Background: an optimization exercise with open tools, aiming at small area, a short achievable clock period and few clock cycles per item. Do not read the settings as production practice.
The RTL was checked by simulation tests, not by an equivalence proof against the original design.

==> build 92: inputs <==
Design sha512_core, start of the top module:
module sha512_core (
    input  wire         clk,
    input  wire         rst,
    input  wire         in_valid,
    output wire         in_ready,
    input  wire [63:0]  in_data,
    input  wire         in_first,
    input  wire         in_last,
    output wire         out_valid,
    output wire [511:0] out_digest
);
    localparam [63:0] IV0 = 64'h6a09e667f3bcc908;
    localparam [63:0] IV1 = 64'hbb67ae8584caa73b;
    localparam [63:0] IV2 = 64'h3c6ef372fe94f82b;
    localparam [63:0] IV3 = 64'ha54ff53a5f1d36f1;
    localparam [63:0] IV4 = 64'h510e527fade682d1;
    localparam [63:0] IV5 = 64'h9b05688c2b3e6c1f;
    localparam [63:0] IV6 = 64'h1f83d9abfb41bd6b;
    localparam [63:0] IV7 = 64'h5be0cd19137e2179;
    reg        busy;           
    reg [6:0]  j;              
    reg [3:0]  nw;             
    reg [3:0]  ph;             
    reg        nf, nl;         
    reg        cf, cl;         
    reg        out_valid_q;
    reg [63:0] w [0:15];                        
    reg [63:0] a, b, c, d, e, f, g, h;          
    reg [63:0] hkw;                             
    reg [63:0] kq;                              
    reg        f79;                             
    reg [63:0] p0, p1, p2, p3, q0, q1, q2, q3;
    reg [1:0]  rp;             
    reg        fresh;          
    function [63:0] rotr(input [63:0] x, input integer n);
        rotr = (x >> n) | (x << (64 - n));
    endfunction
    function [63:0] bsig0(input [63:0] x);
        bsig0 = rotr(x, 28) ^ rotr(x, 34) ^ rotr(x, 39);
    endfunction
    function [63:0] bsig1(input [63:0] x);
        bsig1 = rotr(x, 14) ^ rotr(x, 18) ^ rotr(x, 41);
    endfunction
    function [63:0] ssig0(input [63:0] x);
        ssig0 = rotr(x, 1) ^ rotr(x, 8) ^ (x >> 7);
    endfunction
  ...
Settings: LEC_CHECK=0, CAP_MARGIN=20, CORE_MARGIN=2, CORE_UTILIZATION=45, CTS_CLUSTER_DIAMETER=60, CTS_CLUSTER_SIZE=30, PLACE_DENSITY=0.65, SETUP_SLACK_MARGIN=5, SLEW_MARGIN=20, SYNTH_MEMORY_MAX_BITS=16384; clock period 10.0 ns.
standard.sh (not shown) runs the stock make flow with config.mk's settings and CLKGATE_MAP_FILE= SYNTH_SCRIPT=/design/flow/synth_recipe.tcl, a recipe that flattens the netlist after the stock synthesis.
==> flow/flow/run.sh <==
#!/bin/bash
# Standard layout, except that the port buffers are the smallest buffer cell
# instead of clkdlybuf4s50_1.  Every port still gets its own buffer.
set -euo pipefail
cd "$(dirname "$0")/.."
export BUFFER_PORTS_ARGS="-buffer_cell sky130_fd_sc_hd__buf_1"
bash standard.sh > standard_flow.log 2>&1
==> trial 46 (differences from build 92) <==
--- a/flow/design.v
+++ b/flow/design.v
@@ -27,10 +27,12 @@
     reg [63:0] w [0:15];                        
     reg [63:0] a, b, c, d, e, f, g, h;          
     reg [63:0] hkw;                             
     reg [63:0] kq;                              
     reg        f79;                             
+    reg        gr, gi;    
+    reg        hr, hi;    
     reg [63:0] p0, p1, p2, p3, q0, q1, q2, q3;
     reg [1:0]  rp;             
     reg        fresh;          
     function [63:0] rotr(input [63:0] x, input integer n);
         rotr = (x >> n) | (x << (64 - n));
@@ -167,35 +169,34 @@
     assign in_ready = win & ((nw == 4'd0) ? (rp == 2'd0) : (ph == 4'd0));
     wire acc   = in_valid & in_ready;
     wire last_word = (nw == 4'd15);
     wire pre   = last_word & in_ready;        
     wire start = acc & last_word;
+    wire f79_n = start ? 1'b0 : (busy & j78) ? 1'b1 : f79;    
+    wire cf_n  = start ? nf : cf;                              
     wire [63:0] s1e = bsig1(e);
     wire [63:0] s0a = bsig0(a);
     wire [63:0] ch  = (e & f) ^ (~e & g);
     wire [63:0] maj = (a & b) ^ (a & c) ^ (b & c);
-    wire [63:0] h0a = cf ? IV0 : p2;
-    wire [63:0] h0b = cf ? IV0 : p3;
-    wire [63:0] h4b = cf ? IV4 : q3;
-    wire [63:0] fe  = j79 ? h4b : 64'd0;
-    wire [63:0] fn  = j79 ? ~h0b : 64'd0;
+    wire [63:0] fe  = (q3 & {64{gr}}) | (IV4 & {64{gi}});
+    wire [63:0] fn  = (~p3 & {64{gr}}) | (~IV0 & {64{gi}});
     wire [63:0] x1s = csa_s(hkw, s1e, ch);
     wire [63:0] x1c = csa_c(hkw, s1e, ch);
     wire [63:0] x3s = csa_s(x1s, x1c, s0a);
     wire [63:0] x3c = csa_c(x1s, x1c, s0a);
     wire [63:0] x4s = csa_s(x3s, x3c, maj);
     wire [63:0] x4c = csa_c(x3s, x3c, maj);
-    wire [63:0] na  = x4s + x4c;
+    wire [63:0] na  = add64(x4s, x4c);
     wire [63:0] y1s = csa_s(d, fe, fn);
     wire [63:0] y1c = csa_c(d, fe, fn) | {63'd0, j79};
     wire [63:0] y3s = csa_s(x1s, x1c, y1s);
     wire [63:0] y3c = csa_c(x1s, x1c, y1s);
     wire [63:0] y4s = csa_s(y3s, y3c, y1c);
     wire [63:0] y4c = csa_c(y3s, y3c, y1c);
-    wire [63:0] ne  = y4s + y4c;
+    wire [63:0] ne  = add64(y4s, y4c);
     wire [63:0] hn  = last_word ? (nf ? IV7 : q2) : g;
-    wire [63:0] f0  = (busy & j78) ? h0a : 64'd0;
+    wire [63:0] f0  = (p2 & {64{hr}}) | (IV0 & {64{hi}});
     wire [63:0] p1s = csa_s(hn, kq, w[1]);
     wire [63:0] p1c = csa_c(hn, kq, w[1]);
     wire [63:0] p2s = csa_s(p1s, p1c, f0);
     wire [63:0] p2c = csa_c(p1s, p1c, f0);
     wire [63:0] hkw_next = add64(p2s, p2c);
@@ -259,18 +260,26 @@
         end
         if (rst) begin
             busy        <= 1'b0;
             j           <= 7'd79;
             f79         <= 1'b1;
+            gr          <= 1'b0;
+            gi          <= 1'b0;
+            hr          <= 1'b0;
+            hi          <= 1'b0;
             nw          <= 4'd0;
             ph          <= 4'd0;
             rp          <= 2'd0;
             fresh       <= 1'b1;
             out_valid_q <= 1'b0;
         end else begin
             out_valid_q <= busy & j79 & cl;
             ph <= acc ? 4'd0 : ph + 4'd1;
+            gr <= f79_n & ~cf_n;
+            gi <= f79_n & cf_n;
+            hr <= busy & j77 & ~start & ~cf;
+            hi <= busy & j77 & ~start & cf;
             if (acc) fresh <= 1'b0;
             rp <= (fresh & ~acc) ? 2'd0 : rp + 2'd1;
             if (acc) nw <= nw + 4'd1;
             if (start) begin
                 busy <= 1'b1;
ABC_AREA = 1   (was not set)
CAP_MARGIN = 40   (was 20)
CTS_CLUSTER_DIAMETER = not set   (was 60)
CTS_CLUSTER_SIZE = not set   (was 30)
SLEW_MARGIN = 40   (was 20)
==> qor summary <==
Outcome: build 92 no timing/DRC/antenna violations; trial 46 no timing/DRC/antenna violations
Placement Setup Slack: build 92 2.637 ns; trial 46 4.219 ns
Number of multi-input logic gates: build 92 6,713; trial 46 8,173
XOR/XNOR Fraction of Synth Area: build 92 7.445%; trial 46 4.839%
Final worst slack: build 92 4.127 ns; trial 46 5.062 ns
Clk slew on worst S/H paths: build 92 0.10 ns; trial 46 0.06 ns
Worst EP required: build 92 10.74 ns; trial 46 10.76 ns
Detailed-routed wire length on met2: build 92 204.7 mm; trial 46 198.7 mm
Total placed cells including tap cells: build 92 13,420; trial 46 16,430
Initial Util: build 92 45.36%; trial 46 45.25%
Most common cell after layout, fill and taps aside: build 92 sky130_fd_sc_hd__dfxtp_1; trial 46 sky130_fd_sc_hd__nand2_1
Maximum number of pins on one net before global-route repair: build 92 175; trial 46 140
First-pass GRT wire length: build 92 642.8 mm; trial 46 652.7 mm
Testbench counts of build 92, summed over its fixed seeds: cycles 52,360, items 653.
Testbench counts of trial 46, summed over its fixed seeds: cycles 52,360, items 653.

## re-timing with driven ports
How much do the figures lean on ideal ports? The routed layouts below were timed once more, with nothing changed but the port constraints. Step 1 (the two cells are an assumption about what drives the block):
set clk [get_ports {clk}]
set_driving_cell -lib_cell sky130_fd_sc_hd__clkbuf_16 $clk
set_driving_cell -lib_cell sky130_fd_sc_hd__buf_2 [delete_from_list [all_inputs] $clk]
Step 2 times the ports against the registers' clock, not the clock port: input delays grow and output delays shrink by t, the midpoint of the rising clock arrivals with the driver on. Slacks: ideal / step 1 / step 2; pairs: ideal / step 1.
run	t (ns)	setup WS [ns]	hold slack, ns
build 92	0.936	4.127 / 4.127 / 4.127	0.312 / 0.312 / 0.312
trial 46	0.978	5.062 / 5.062 / 5.062	0.296 / 0.296 / 0.296
After both steps every run listed still meets setup and hold.
